Background: an optimization exercise with open tools, aiming at small area. Do not read the settings as production practice.
At most, simulation tests tie the RTL to the original design; equivalence was not proved.
Power figures rest on the tool's default switching activity, not on a simulated workload.

Design srvmux, start of the top module:
module srvmux (
    input  wire        clk,
    input  wire        rst,           
    input  wire        tick,
    input  wire        cmd_valid,
    input  wire [47:0] cmd,
    output reg         resp_valid,
    output wire [39:0] resp,
    output wire        servo_out,
    output wire [3:0]  addr,
    output wire        step_out,
    output reg         ev_step_fire,
    output reg         ev_step_wrap,
    output reg         ev_div,
    output reg         ev_mux,
    output wire        ev_wdt
);
Size in the first run: about 1600 cells after synthesis, ~320 flip-flops.
Settings: LEC_CHECK=0, CAP_MARGIN=20, CELL_PAD_IN_SITES_DETAIL_PLACEMENT=0, CELL_PAD_IN_SITES_GLOBAL_PLACEMENT=1, CORE_MARGIN=2, CORE_UTILIZATION=50, PLACE_DENSITY=0.65, SLEW_MARGIN=20; clock period 12.0 ns.
standard.sh (not shown) runs the stock make flow with config.mk's settings and CLKGATE_MAP_FILE= SYNTH_SCRIPT=/design/flow/synth_recipe.tcl, a recipe that flattens the netlist after the stock synthesis.
==> flow/flow/run.sh <==
#!/bin/bash
# Own layout flow: the standard flow (standard.sh), with
#  - ABC's mapping script replaced by an area-oriented one (flow/area.abc);
#    registers, their names and their cells are those of the standard synthesis
#  - no fixed adder-cell mapping before ABC (ADDER_MAP_FILE empty)
#  - port buffers of the smallest buffer cell
#  - CTS without dummy loads
#  - timing-driven placement that does not keep its own resizing (GPL_KEEP_OVERFLOW 0)
# Each tool writes its own log under orfs/logs; make's output goes to flow.log.
set -euo pipefail
here=$PWD
{
  echo 'proc abc {args} {'
  echo '  set i [lsearch -exact $args -script]'
  echo "  if {\$i >= 0} { set args [lreplace \$args \$i [expr {\$i+1}] -script $here/flow/area.abc] }"
  echo '  yosys abc {*}$args'
  echo '}'
  cat synth_recipe.tcl
} > my_synth.tcl
sed "s#SYNTH_SCRIPT=[^ ]*#SYNTH_SCRIPT=$here/my_synth.tcl#" standard.sh > my_standard.sh
export ADDER_MAP_FILE=
export BUFFER_PORTS_ARGS="-buffer_cell sky130_fd_sc_hd__buf_1"
export GPL_KEEP_OVERFLOW=0
export CTS_ARGS="-sink_clustering_enable -repair_clock_nets -dont_use_dummy_load -buf_list {sky130_fd_sc_hd__clkbuf_4} -sink_clustering_size 8 -sink_clustering_max_diameter 50"
bash my_standard.sh > flow.log 2>&1
==> flow/flow/area.abc <==
strash
ifraig
dc2
dch -f
amap
strash
dc2
dch -f
amap
strash
dc2
dch -f
amap
&get -n
&st
&dch -f
&nf -R 1000 -C 32
&put
Rerun with:
--- a/flow/flow/run.sh
+++ b/flow/flow/run.sh
@@ -6,5 +6,4 @@
 #  - port buffers of the smallest buffer cell
 #  - CTS without dummy loads
-#  - timing-driven placement that does not keep its own resizing (GPL_KEEP_OVERFLOW 0)
 # Each tool writes its own log under orfs/logs; make's output goes to flow.log.
 set -euo pipefail
@@ -21,5 +20,4 @@
 export ADDER_MAP_FILE=
 export BUFFER_PORTS_ARGS="-buffer_cell sky130_fd_sc_hd__buf_1"
-export GPL_KEEP_OVERFLOW=0
 export CTS_ARGS="-sink_clustering_enable -repair_clock_nets -dont_use_dummy_load -buf_list {sky130_fd_sc_hd__clkbuf_4} -sink_clustering_size 8 -sink_clustering_max_diameter 50"
 bash my_standard.sh > flow.log 2>&1
The changed run passed the timing, design-rule and antenna checks.
Final area drops by 1.5%.
Non-clock buffer count goes up by 1.
Clock-buffer cell count is higher by 1.
Critical path depth goes up by 1.
Power is about the same.
Routed wire length goes up by 0.43%.
Function was not checked in any run of this note: the RTL went through the layout flow alone.

========
== run 1 ==
srvmux, a different RTL version from the one above (not shown whole).
For scale: roughly 1800 cells after synthesis, ~330 flip-flops, roughly 15000 sq um of cells after synthesis.
clock: 12.0 ns
lec_check: 0
cap_margin: 20
cell_pad_in_sites_detail_placement: 0
cell_pad_in_sites_global_placement: 0
core_margin: 2
core_utilization: 62
place_density: 0.8
slew_margin: 20
==> flow/flow/run.sh <==
#!/bin/bash
# Own layout flow: the standard flow (standard.sh), with
#  - ABC's mapping script replaced by an area-oriented one (flow/area.abc);
#    registers, their names and their cells are those of the standard synthesis
#  - no fixed adder-cell mapping before ABC (ADDER_MAP_FILE empty)
#  - port buffers of the smallest buffer cell
#  - CTS without dummy loads
# Each tool writes its own log under orfs/logs; make's output goes to flow.log.
set -euo pipefail
here=$PWD
{
  echo 'proc abc {args} {'
  echo '  set i [lsearch -exact $args -script]'
  echo "  if {\$i >= 0} { set args [lreplace \$args \$i [expr {\$i+1}] -script $here/flow/area.abc] }"
  echo '  yosys abc {*}$args'
  echo '}'
  cat synth_recipe.tcl
} > my_synth.tcl
sed "s#SYNTH_SCRIPT=[^ ]*#SYNTH_SCRIPT=$here/my_synth.tcl#" standard.sh > my_standard.sh
export ADDER_MAP_FILE=
export BUFFER_PORTS_ARGS="-buffer_cell sky130_fd_sc_hd__buf_1"
export CTS_ARGS="-sink_clustering_enable -repair_clock_nets -dont_use_dummy_load -buf_list {sky130_fd_sc_hd__clkbuf_4} -sink_clustering_size 8 -sink_clustering_max_diameter 40"
bash my_standard.sh > flow.log 2>&1
==> flow/flow/area.abc <==
strash
ifraig
dc2
dch -f
amap
strash
dc2
dch -f
amap
strash
dc2
dch -f
amap
&get -n
&st
&dch -f
&nf -R 1000 -C 32 -F 8 -A 8
&put
Run 1 went all the way through the flow, and no timing, DRC or antenna check failed.
## Diff of input files: run 2 against run 1
- changing PLACE_DENSITY from 0.8 to 0.85
- changing CORE_UTILIZATION from 62 to 68
Findings:
Run 2: PASS, flow complete, no timing, DRC or antenna violations. What run 2 reported for wire length on met3 has to be multiplied by 0.818 to get the figure for run 1. Between run 1 and run 2, the flow reports wire length decreasing by a few percent. Looking at non-clock buffer count, run 2 sits below run 1. Run 1 → run 2: maximum number of pins on one net before global-route repair moved down, floorplan die height moved down.
Relative to run 2, the following input files were edited for run 3:
- PLACE_DENSITY changed from 0.85 to 0.9
- CORE_UTILIZATION changed from 68 to 75
Notes after the runs:
- Against run 2 as the reference, run 3 delivers a lower worst max-slew margin expressed relative to the limit.
- Critical path data arrival time: run 2 and run 3 compared, higher one is run 2
- Net switching power figure went down slightly going from run 2 to run 3.
- Diff run 3..run 2 | count of H-tree levels built during CTS | unchanged
- Time the final worst path needs with I/O delays and setup, run 2 and run 3, higher one = run 2.
- Proportion of power drawn by combinational gates: run 3 higher than run 2
- Comparing cell total after placement for run 2 and run 3, the bigger number came from run 2.

========
Setup of P:
srvmux, a different RTL version from the one above (not shown whole).
Size in the first run: roughly 320 flip-flops, roughly 100 I/O pins, about 16000 um2 of cells after synthesis.
Settings: LEC_CHECK=0, CAP_MARGIN=20, CELL_PAD_IN_SITES_DETAIL_PLACEMENT=0, CELL_PAD_IN_SITES_GLOBAL_PLACEMENT=0, CORE_MARGIN=2, CORE_UTILIZATION=62, PLACE_DENSITY=0.8, SLEW_MARGIN=20; clock period 12.0 ns.
==> flow/flow/run.sh <==
#!/bin/bash
# Own layout flow: the standard flow (standard.sh), with
#  - ABC's mapping script replaced by an area-oriented one (flow/area.abc);
#    registers, their names and their cells are those of the standard synthesis
#  - no fixed adder-cell mapping before ABC (ADDER_MAP_FILE empty)
#  - port buffers of the smallest buffer cell
#  - CTS without dummy loads
# Each tool writes its own log under orfs/logs; make's output goes to flow.log.
set -euo pipefail
here=$PWD
{
  echo 'proc abc {args} {'
  echo '  set i [lsearch -exact $args -script]'
  echo "  if {\$i >= 0} { set args [lreplace \$args \$i [expr {\$i+1}] -script $here/flow/area.abc] }"
  echo '  yosys abc {*}$args'
  echo '}'
  cat synth_recipe.tcl
} > my_synth.tcl
sed "s#SYNTH_SCRIPT=[^ ]*#SYNTH_SCRIPT=$here/my_synth.tcl#" standard.sh > my_standard.sh
export ADDER_MAP_FILE=
export BUFFER_PORTS_ARGS="-buffer_cell sky130_fd_sc_hd__buf_1"
export CTS_ARGS="-sink_clustering_enable -repair_clock_nets -dont_use_dummy_load -buf_list {sky130_fd_sc_hd__clkbuf_4} -sink_clustering_size 8 -sink_clustering_max_diameter 50"
bash my_standard.sh > flow.log 2>&1
==> flow/flow/area.abc <==
strash
ifraig
dc2
dch -f
amap
strash
dc2
dch -f
amap
strash
dc2
dch -f
amap
&get -n
&st
&dch -f
&nf -R 1000 -C 32
&put
P | status: complete | timing, DRC, antenna: pass
## Diff of input files: Q against P
- CORE_UTILIZATION: 62 -> 50
- GPL_TIMING_DRIVEN: unset -> 0
- PLACE_DENSITY: 0.8 -> 0.65
- CELL_PAD_IN_SITES_GLOBAL_PLACEMENT: 0 -> 1
==> notes.md <==
In summary, Q completed successfully, with a layout that passed the timing, design-rule and antenna checks. Fmax | Q vs P | Q slower. Lower final cell utilization of the core was reported by Q, not P. Synthesis-to-finish area growth, Q and P: lower on P. Number of antenna violations at the first check in global routing: Q vs P up 2. Of Q and P, it is Q that has the lower average vias per placed instance. On ratio of cells with drive above 1 in the final layout, the lower figure sits with P, not Q. Q against P: final clock period utilization by the worst path up 2.7 points, total power up 0.40%. Final instance count without filler cells went up by a few percent going from P to Q. The post-detailed-routing wire length in P is 0.945 times that in Q.
What R does differently from Q at the input level:
- PLACE_DENSITY now 0.8, was 0.65
- CORE_UTILIZATION now 62, was 50
- CELL_PAD_IN_SITES_GLOBAL_PLACEMENT now 0, was 1
- GPL_TIMING_DRIVEN no longer set, was 0
diff --git a/flow/flow/run.sh b/flow/flow/run.sh
--- a/flow/flow/run.sh
+++ b/flow/flow/run.sh
@@ -20,4 +20,4 @@
 export ADDER_MAP_FILE=
 export BUFFER_PORTS_ARGS="-buffer_cell sky130_fd_sc_hd__buf_1"
-export CTS_ARGS="-sink_clustering_enable -repair_clock_nets -dont_use_dummy_load -buf_list {sky130_fd_sc_hd__clkbuf_4} -sink_clustering_size 8 -sink_clustering_max_diameter 50"
+export CTS_ARGS="-sink_clustering_enable -repair_clock_nets -dont_use_dummy_load -buf_list {sky130_fd_sc_hd__clkbuf_4} -sink_clustering_size 10 -sink_clustering_max_diameter 40"
 bash my_standard.sh > flow.log 2>&1
==> notes.md <==
Portion of total power attributed to sequential cells: R vs Q up 1.2 points. Min final period utilization across Q and R: R. Total of cells resized after clock tree synthesis, Q and R: larger value in Q. Of Q and R, the lower total length of routed wires belongs to R. Summary of R over Q: clock distribution power decreased by 4.6% relative to the old numbers; design area decreased about 2.3%; power decreased by 1.8% relative to the old numbers.

[separate check: timing with driven ports]
The flow's constraints put no driver on any port. The routed layouts listed below were extracted and timed again, unchanged, in two steps.
Step 1 (the two cells are an assumption about what drives the block):
set clk [get_ports {clk}]
set_driving_cell -lib_cell sky130_fd_sc_hd__clkbuf_16 $clk
set_driving_cell -lib_cell sky130_fd_sc_hd__buf_2 [delete_from_list [all_inputs] $clk]
Step 2, shift: input delay + t, output delay - t, t = (earliest + latest rising clock arrival at the registers) / 2. This alone moves slack from input paths to output paths.
a / b / c = ideal / step 1 / step 2; a / b = the first two.
run	t (ns)	slack for setup (ns)	hold WS [ns]	latest minus earliest clock arrival (ns)	cell pins on the clock port's net
the first run of note 1	0.800	0.828 / 0.828 / 0.103	0.445 / 0.445 / 0.445	0.074 / 0.075	1
the second run of note 1	0.756	0.862 / 0.862 / 0.215	0.461 / 0.461 / 0.461	0.082 / 0.082	1
run 1	0.739	0.654 / 0.678 / -0.061	0.455 / 0.455 / 0.455	0.088 / 0.088	1
run 2	0.720	0.532 / 0.551 / -0.169	0.467 / 0.467 / 0.467	0.077 / 0.077	1
run 3	0.733	0.552 / 0.574 / -0.158	0.429 / 0.429 / 0.429	0.124 / 0.125	1
P	0.728	0.788 / 0.811 / 0.083	0.483 / 0.483 / 0.483	0.125 / 0.125	1
Q	0.720	0.465 / 0.489 / -0.231	0.485 / 0.485 / 0.485	0.132 / 0.132	1
R	0.738	0.796 / 0.817 / 0.078	0.483 / 0.483 / 0.483	0.100 / 0.101	1
With both steps, setup timing fails in run 1, run 2, run 3 and Q, where it was met with ideal ports. For the first run of note 1, which loses most, drivers alone change the setup slack by 0.000 ns; drivers and shift together by -0.725 ns.
